This is an optimization exercise on Yosys and OpenROAD, whose aim is small area, a short achievable clock period and few clock cycles, not a production implementation.

Setup of willow:
==> flow/design.v <==
module rlec_chan_enc (
    input  wire        clk,
    input  wire        rst_n,
    input  wire        in_valid,
    output wire        in_ready,
    input  wire [31:0] in_data,
    input  wire        in_last,
    output reg         out_valid,
    input  wire        out_ready,
    output reg  [31:0] out_data,
    output reg  [1:0]  out_kind,
    output reg         out_last
);
    localparam NS = 15;                     
    localparam [1:0] O_IDLE = 2'd0, O_TAB = 2'd2, O_RUN = 2'd3;
    function [31:0] norm;
        input [31:0] v;
        norm = (v == 32'h80000000) ? 32'h0 : v;
    endfunction
    function [31:0] okey;
        input [31:0] v;
        okey = {~v[31], v[30:0] ^ {31{v[31]}}};
    endfunction
    function [31:0] ikey;
        input [31:0] k;
        ikey = {~k[31], k[30:0] ^ {31{~k[31]}}};
    endfunction
    function [1:0] cmp32;
        input [31:0] a, b;
        reg [31:0] d, v;
        integer w, i;
        begin
            d = a ^ b;
            v = b;
            for (w = 1; w < 32; w = w * 2)
                for (i = 0; i < 32; i = i + 2 * w) begin
                    v[i] = d[i + w] ? v[i + w] : v[i];
                    d[i] = d[i + w] | d[i];
                end
            cmp32 = {d[0] & v[0], ~d[0]};
        end
    endfunction
    function [3:0] enc15;
        input [NS-1:0] oh;
        integer e;
        begin
            enc15 = 4'd0;
            for (e = 0; e < NS; e = e + 1)
                if (oh[e]) enc15 = enc15 | e[3:0];
        end
    endfunction
    function [1:0] fa;
        input a, b, c;
        fa = {(a & b) | (a & c) | (b & c), a ^ b ^ c};
    endfunction
    function [3:0] pop15;
        input [4:0] s, c;
        reg [1:0] x0, x1, x2, x3, x4, y0, y1, y2, y3, z0, z1, z2, t0;
        begin
            x0 = {c[0], s[0]};
            x1 = {c[1], s[1]};
            x2 = {c[2], s[2]};
            x3 = {c[3], s[3]};
            x4 = {c[4], s[4]};
            y0 = fa(x0[0], x1[0], x2[0]);      
            y1 = fa(x3[0], x4[0], 1'b0);
            y2 = fa(x0[1], x1[1], x2[1]);      
            y3 = fa(x3[1], x4[1], 1'b0);
            z0 = fa(y0[0], y1[0], 1'b0);       
            z1 = fa(y0[1], y1[1], y2[0]);      
            z2 = fa(y3[0], z0[1], 1'b0);       
            t0 = fa(z1[0], z2[0], 1'b0);
            pop15 = {1'b0, z0[0]} + {t0, 1'b0} +
                    {({1'b0, z1[1]} + {1'b0, z2[1]}) + ({1'b0, y2[1]} + {1'b0, y3[1]}), 2'b00};
        end
    endfunction
    reg [31:0]   val   [0:NS-1];    
    reg [NS-1:0] valid_l;           
    reg [NS-1:0] valid_o;           
    reg [3:0]    cnt   [0:NS-1];    
    reg [3:0]    rank_l[0:NS-1];    
    reg [4:0]    occ;               
    reg [31:0]   dc_l;
    reg [3:0]    run_sl [0:NS-1];   
    reg [3:0]    run_so [0:NS-1];   
    reg [NS-1:0] rconv;             
    reg [13:0]   sh;                
    reg [3:0]    lpos;              
    reg [3:0]    ridx;              
    reg [3:0]    prevs;             
    reg          ir;
    reg          bfirst;            
    reg          vR, fR, lR;
    reg  [31:0]  xR;
    wire         in_fire = in_valid & ir;
    assign in_ready = ir;
    reg          l_has;             
    reg          l_done;            
    reg  [1:0]   ophase;
    wire         o_idle = (ophase == O_IDLE);
    reg          cv, cac, clast, cfa, afa;
    reg [NS-1:0] ceq, cns, clt;
    reg          chit;
    wire [NS-1:0] ch   = chit ? ceq : cns;
    wire [NS-1:0] dupm = chit ? cns : {NS{1'b0}};
    wire          calloc = cac & ~chit;                  
    wire [3:0]    cp     = {cpart[3:1], cpart[0] | ~chit};   
    reg [3:0]    cpart;             
    reg          dv, dac, dlast;
    reg [NS-1:0] dh, dinc;
    reg [4:0]    dps, dpc;          
    wire l_ready = l_done | (dv & dlast);
    wire can_load = ~out_valid | out_ready;
    wire l_none   = ~|valid_l;       
    wire hand    = l_has & l_ready & o_idle & can_load;
    wire cA      = vR & (~fR | ~l_has | hand);
    wire acA     = vR & ~fR;                  
    reg [NS-1:0] eq, lt, freev, ns;
    reg          hit;
    integer j;
    always @(*) begin
        for (j = 0; j < NS; j = j + 1) begin
            {lt[j], eq[j]} = cmp32(val[j], xR);
            eq[j] = eq[j] & valid_l[j] & ~dupm[j];
            freev[j] = ~valid_l[j] & ~valid_o[j];
        end
        hit = |eq;
        for (j = 0; j < NS; j = j + 1)         
            ns[j] = freev[j] & ~|(freev & ((15'd1 << j) - 15'd1));
    end
    wire [NS-1:0] cwr = (cv & cac) ? ch : {NS{1'b0}};
    reg  [3:0]    cnt_a;
    always @(*) begin
        cnt_a = 4'd0;
        for (j = 0; j < NS; j = j + 1)
            if (eq[j]) cnt_a = cnt_a | (cwr[j] ? cp + 4'd1 : cnt[j] + 4'd1);
    end
    reg [NS-1:0] inc_c, ahead_c;
    always @(*) begin
        for (j = 0; j < NS; j = j + 1) begin
            inc_c[j]   = valid_l[j] & ~cns[j] & ~ceq[j] &
                         (((cnt[j] == cp) & ~clt[j]) | ((cnt[j] == cp - 4'd1) & clt[j]));
            ahead_c[j] = valid_l[j] & ~cns[j] & ~ceq[j] &
                         ((cnt[j] > cp) | ((cnt[j] == cp) & clt[j]));
        end
    end
    wire [3:0] cslot = enc15(ch);
    wire       same  = (cslot == prevs);
    wire [3:0] ridx_n = cfa ? 4'd0 : ridx + {3'd0, ~same};
    wire [3:0] lpos_n = cfa ? 4'd0 : lpos + 4'd1;
    wire [3:0] pc = pop15(dps, dpc);
    reg  [4:0] ps_c, pcy_c;
    always @(*) begin
        for (j = 0; j < 5; j = j + 1)
            {pcy_c[j], ps_c[j]} = fa(ahead_c[3*j], ahead_c[3*j+1], ahead_c[3*j+2]);
    end
    reg  [3:0] rank_n [0:NS-1];
    always @(*) begin
        for (j = 0; j < NS; j = j + 1) begin
            rank_n[j] = rank_l[j];
            if (dv & dac) begin
                if (dh[j])        rank_n[j] = pc;
                else if (dinc[j]) rank_n[j] = rank_l[j] + 4'd1;
            end
        end
    end
    reg [3:0]    k;
    reg [3:0]    cur;                          
    reg [13:0]   rm;                           
    reg [NS-1:0] sel;
    reg [31:0]   tabv;
    wire [3:0]   code = run_so[0];
    wire [3:0]   tslot = enc15(sel);
    reg [3:0]    nxt;
    always @(*) begin
        tabv = 32'd0;
        for (j = 0; j < NS; j = j + 1) begin
            sel[j] = valid_o[j] & (rank_l[j] == k);
            if (sel[j]) tabv = tabv | val[j];
        end
        nxt = 4'd0;
        for (j = 0; j < 14; j = j + 1)
            if (rm[j]) nxt = j[3:0];
    end
    reg  [13:0] rm_hi;                         
    always @(*)
        for (j = 0; j < 14; j = j + 1)
            rm_hi[j] = rm[j] & ~|(rm >> (j + 1));
    wire        rlast  = ~|rm;
    wire [3:0]  rlen   = rlast ? cur + 4'd1 : cur - nxt;
    wire        o_load = ~hand & can_load & ~o_idle;
    wire        oload = hand | o_load;
    reg  [34:0] onext;
    always @(*) begin
        if (hand)
            onext = {2'd0, l_none, ikey(dc_l)};
        else case (ophase)
            O_TAB:   onext = {2'd1, 1'b0, ikey(tabv)};
            default: onext = {2'd2, rlast, 12'd0, code, 12'd0, rlen};
        endcase
    end
    wire       vR_n     = in_fire | (vR & ~cA);
    wire       fR_n     = in_fire ? bfirst : fR;
    wire       bfirst_n = in_fire ? in_last : bfirst;
    wire       l_has_n  = (l_has & ~hand) | (cA & fR);
    wire       l_done_n = (l_done | (dv & dlast)) & ~hand;
    wire       l_rdy_n  = l_done_n | (cv & clast);
    wire       o_idle_n = o_idle & ~hand;
    wire       hand_n   = l_has_n & l_rdy_n & o_idle_n & can_load;
    wire       commit_n = ~fR_n | ~l_has_n | hand_n;
    wire [4:0] occ_b    = occ + {4'd0, cv & calloc} + {4'd0, acA} + {4'd0, vR_n & ~fR_n};
    wire       ir_n     = (~vR_n | commit_n) & (bfirst_n | (occ_b <= 5'd14));
    wire [4:0] ofree    = (ophase == O_TAB && o_load) ? 5'd1 : 5'd0;
    always @(posedge clk) begin
        if (!rst_n) begin
            ir <= 1'b1; bfirst <= 1'b1; vR <= 1'b0;
            l_has <= 1'b0; l_done <= 1'b0;
            cv <= 1'b0; dv <= 1'b0;
            valid_l <= {NS{1'b0}}; valid_o <= {NS{1'b0}};
            occ <= 5'd0;
            ophase <= O_IDLE;
            out_valid <= 1'b0;
            {out_kind, out_last, out_data} <= 35'd0;
            xR <= 32'd0;
        end else begin
            {out_kind, out_last, out_data} <= {out_kind, out_last, out_data} ^
                ({35{oload}} & (onext ^ {out_kind, out_last, out_data}));
            xR <= xR ^ ({32{in_fire}} & (okey(norm(in_data)) ^ xR));
            ir <= ir_n;
            bfirst <= bfirst_n;
            vR <= vR_n;
            l_has  <= l_has_n;
            l_done <= l_done_n;
            cv <= cA;
            dv <= cv;
            if (hand) begin
                valid_l <= {NS{1'b0}};
            end else begin
                valid_l <= (valid_l | (acA ? ns : {NS{1'b0}})) & ~dupm;
            end
            occ <= occ + {4'd0, cv & calloc} - ofree;
            if (out_valid & out_ready) out_valid <= 1'b0;
            if (hand) begin
                valid_o <= valid_l;
                out_valid <= 1'b1;
                ophase    <= l_none ? O_IDLE : O_TAB;
            end else if (o_load) begin
                out_valid <= 1'b1;
                case (ophase)
                    O_TAB: begin
                        valid_o <= valid_o & ~sel;
                        if (~|(valid_o & ~sel)) ophase <= O_RUN;    
                    end
                    default: if (rlast) ophase <= O_IDLE;
                endcase
            end
        end
    end
    integer q;
    always @(posedge clk) begin
        if (in_fire) begin
            fR <= bfirst;
            lR <= in_last;
        end
        if (cA & fR) dc_l <= xR;
        for (j = 0; j < NS; j = j + 1) begin
            if (acA & ns[j]) val[j] <= xR;
            if (cwr[j]) cnt[j] <= cp;
        end
        if (cA) afa <= fR;             
        cac    <= acA;
        clast  <= lR;
        cfa    <= afa;
        ceq    <= eq;
        cns    <= ns;
        chit   <= acA & hit;
        cpart  <= cnt_a;
        clt    <= lt;
        dac    <= cac;
        dlast  <= clast;
        dh     <= ch;
        dinc   <= inc_c;
        dps    <= ps_c;
        dpc    <= pcy_c;
        if (cv & cac) begin
            prevs <= cslot;
            ridx  <= ridx_n;
            lpos  <= lpos_n;
            run_sl[cfa ? 4'd0 : ridx + 4'd1] <= cslot;
            sh    <= cfa ? 14'd0 : {sh[12:0], ~same};
        end
        for (j = 0; j < NS; j = j + 1) rank_l[j] <= rank_n[j];
        if (hand) begin
            for (j = 0; j < NS; j = j + 1) begin
                run_so[j] <= run_sl[j];
            end
            rm     <= sh;
            cur    <= lpos;
            k      <= 4'd0;
            rconv  <= {NS{1'b0}};
        end else if (o_load) begin
            case (ophase)
                O_TAB: begin
                    k        <= k + 4'd1;
                    for (j = 0; j < NS; j = j + 1)
                        if (~rconv[j] & (run_so[j] == tslot)) begin
                            run_so[j] <= k;
                            rconv[j]  <= 1'b1;
                        end
                end
                O_RUN: begin
                    for (q = 0; q < NS - 1; q = q + 1) run_so[q] <= run_so[q+1];
                    rm   <= rm & ~rm_hi;
                    cur  <= nxt;
                end
                default: ;
            endcase
        end
    end
endmodule
==> flow/config.mk <==
export PLATFORM = sky130hd
export DESIGN_NAME = rlec_chan_enc
export DESIGN_NICKNAME = rlec_chan_enc
export VERILOG_FILES = /design/flow/design.v
export SDC_FILE = /design/flow/constraint.sdc
export NUM_CORES = 4
export LEC_CHECK = 0
export CAP_MARGIN = 20
export CORE_MARGIN = 2
export CORE_UTILIZATION = 60
export SLEW_MARGIN = 20
==> flow/constraint.sdc <==
create_clock -name core_clock -period 10.0 [get_ports {clk}]
set_input_delay 2.0000 -clock core_clock [delete_from_list [all_inputs] [get_ports {clk}]]
set_output_delay 2.0000 -clock core_clock [all_outputs]
set_load 0.01 [all_outputs]
standard.sh (not shown) runs the stock make flow with config.mk's settings and CLKGATE_MAP_FILE= SYNTH_SCRIPT=/design/flow/synth_recipe.tcl, a recipe that flattens the netlist after the stock synthesis.
==> flow/flow/run.sh <==
#!/bin/bash
# The standard layout, with ORFS's timing repair aimed at 6.8 ns of setup
# slack instead of 0 (the clock period and constraints are unchanged).
set -euo pipefail
bash standard.sh synth > synth.log 2>&1
SETUP_SLACK_MARGIN=6.8 bash standard.sh > layout.log 2>&1
willow completed every stage of the flow, and the final layout passed the timing, DRC and antenna checks.
--- input diff willow..harbor ---
diff --git a/flow/design.v b/flow/design.v
--- a/flow/design.v
+++ b/flow/design.v
@@ -14,33 +14,38 @@
     localparam NS = 15;                     
     localparam [1:0] O_IDLE = 2'd0, O_TAB = 2'd2, O_RUN = 2'd3;
     function [31:0] norm;
         input [31:0] v;
         norm = (v == 32'h80000000) ? 32'h0 : v;
     endfunction
-    function [31:0] okey;
-        input [31:0] v;
-        okey = {~v[31], v[30:0] ^ {31{v[31]}}};
-    endfunction
-    function [31:0] ikey;
-        input [31:0] k;
-        ikey = {~k[31], k[30:0] ^ {31{~k[31]}}};
-    endfunction
-    function [1:0] cmp32;
-        input [31:0] a, b;
+    function [1:0] cmp31;
+        input [30:0] a, b;
         reg [31:0] d, v;
         integer w, i;
         begin
-            d = a ^ b;
-            v = b;
+            d = {1'b0, a ^ b};
+            v = {1'b0, b};
             for (w = 1; w < 32; w = w * 2)
                 for (i = 0; i < 32; i = i + 2 * w) begin
                     v[i] = d[i + w] ? v[i + w] : v[i];
                     d[i] = d[i + w] | d[i];
                 end
-            cmp32 = {d[0] & v[0], ~d[0]};
+            cmp31 = {d[0] & v[0], ~d[0]};
+        end
+    endfunction
+    function [1:0] kcmp;
+        input [31:0] a, b;
+        reg [1:0] m;
+        begin
+            m = cmp31(a[30:0], b[30:0]);
+            case ({a[31], b[31]})
+                2'b00: kcmp = {m[1], m[0]};
+                2'b01: kcmp = 2'b00;
+                2'b10: kcmp = 2'b10;
+                default: kcmp = {~m[1] & ~m[0], m[0]};
+            endcase
         end
     endfunction
     function [3:0] enc15;
         input [NS-1:0] oh;
         integer e;
         begin
@@ -117,13 +122,13 @@
     wire acA     = vR & ~fR;                  
     reg [NS-1:0] eq, lt, freev, ns;
     reg          hit;
     integer j;
     always @(*) begin
         for (j = 0; j < NS; j = j + 1) begin
-            {lt[j], eq[j]} = cmp32(val[j], xR);
+            {lt[j], eq[j]} = kcmp(val[j], xR);
             eq[j] = eq[j] & valid_l[j] & ~dupm[j];
             freev[j] = ~valid_l[j] & ~valid_o[j];
         end
         hit = |eq;
         for (j = 0; j < NS; j = j + 1)         
             ns[j] = freev[j] & ~|(freev & ((15'd1 << j) - 15'd1));
@@ -190,15 +195,15 @@
     wire [3:0]  rlen   = rlast ? cur + 4'd1 : cur - nxt;
     wire        o_load = ~hand & can_load & ~o_idle;
     wire        oload = hand | o_load;
     reg  [34:0] onext;
     always @(*) begin
         if (hand)
-            onext = {2'd0, l_none, ikey(dc_l)};
+            onext = {2'd0, l_none, dc_l};
         else case (ophase)
-            O_TAB:   onext = {2'd1, 1'b0, ikey(tabv)};
+            O_TAB:   onext = {2'd1, 1'b0, tabv};
             default: onext = {2'd2, rlast, 12'd0, code, 12'd0, rlen};
         endcase
     end
     wire       vR_n     = in_fire | (vR & ~cA);
     wire       fR_n     = in_fire ? bfirst : fR;
     wire       bfirst_n = in_fire ? in_last : bfirst;
@@ -222,13 +227,13 @@
             out_valid <= 1'b0;
             {out_kind, out_last, out_data} <= 35'd0;
             xR <= 32'd0;
         end else begin
             {out_kind, out_last, out_data} <= {out_kind, out_last, out_data} ^
                 ({35{oload}} & (onext ^ {out_kind, out_last, out_data}));
-            xR <= xR ^ ({32{in_fire}} & (okey(norm(in_data)) ^ xR));
+            xR <= xR ^ ({32{in_fire}} & (norm(in_data) ^ xR));
             ir <= ir_n;
             bfirst <= bfirst_n;
             vR <= vR_n;
             l_has  <= l_has_n;
             l_done <= l_done_n;
             cv <= cA;
==> comparison <==
Taking willow as the reference, in harbor total negative slack flat, fraction of met2 tracks used by global routing increased by 0.44 points relative to the old numbers, number of multi-input logic gates has decreased.
Worst slack at placement (harbor over willow): increase, 0.44 ns
Delta (harbor minus willow): sequential portion of the cell area went down 0.50 points; wire length held.
harbor ends up with higher routed wirelength normalized by instance count than willow does.
Count of clock buffers in the final design delta for harbor relative to willow: 16 higher
Share of the cycle needed by the critical path after routing: harbor vs willow down 0.33 points
Compared to willow, harbor has fraction of layout cells with a size suffix above 1 1.7 points higher.
Number of inserted filler cells in the final layout ended up 442 lower on harbor than on willow.
Against willow, harbor reports a post-synthesis simple-gate area fraction that is higher.
Side by side, chip width turned out lower in harbor than in willow.
Re transition at the pin with the smallest max-transition slack: willow and harbor aren't equal, and the lower value belongs to harbor.
Function was not checked in any run of this note: the RTL went through the layout flow alone.

## static timing again, ports no longer ideal
How much do the figures lean on ideal ports? The routed layouts below were timed once more, with nothing changed but the port constraints. Step 1, drivers: a clkbuf_16 drives clk and a buf_2 each remaining input, both assumed. Step 2 moves the port delays by t, midway between the first and last clock arrival at a register: inputs arrive t later, outputs are due t later. That takes back most of the time a late clock gives input paths. Three values: no drivers, after step 1, after step 2; two values: the first two.
run	t (ns)	setup WS [ns]	worst hold slack (ns)	worst setup path after step 2	latest minus earliest clock arrival (ns)
willow	0.767	6.634 / 6.634 / 6.114	0.353 / 0.353 / 0.353	input to register	0.034 / 0.034
harbor	0.772	6.667 / 6.667 / 6.080	0.350 / 0.350 / 0.350	input to register	0.024 / 0.025
After both steps every run listed still meets setup and hold. The setup slack of harbor, which loses most, moves by 0.000 ns with the drivers and by -0.587 ns with both steps.
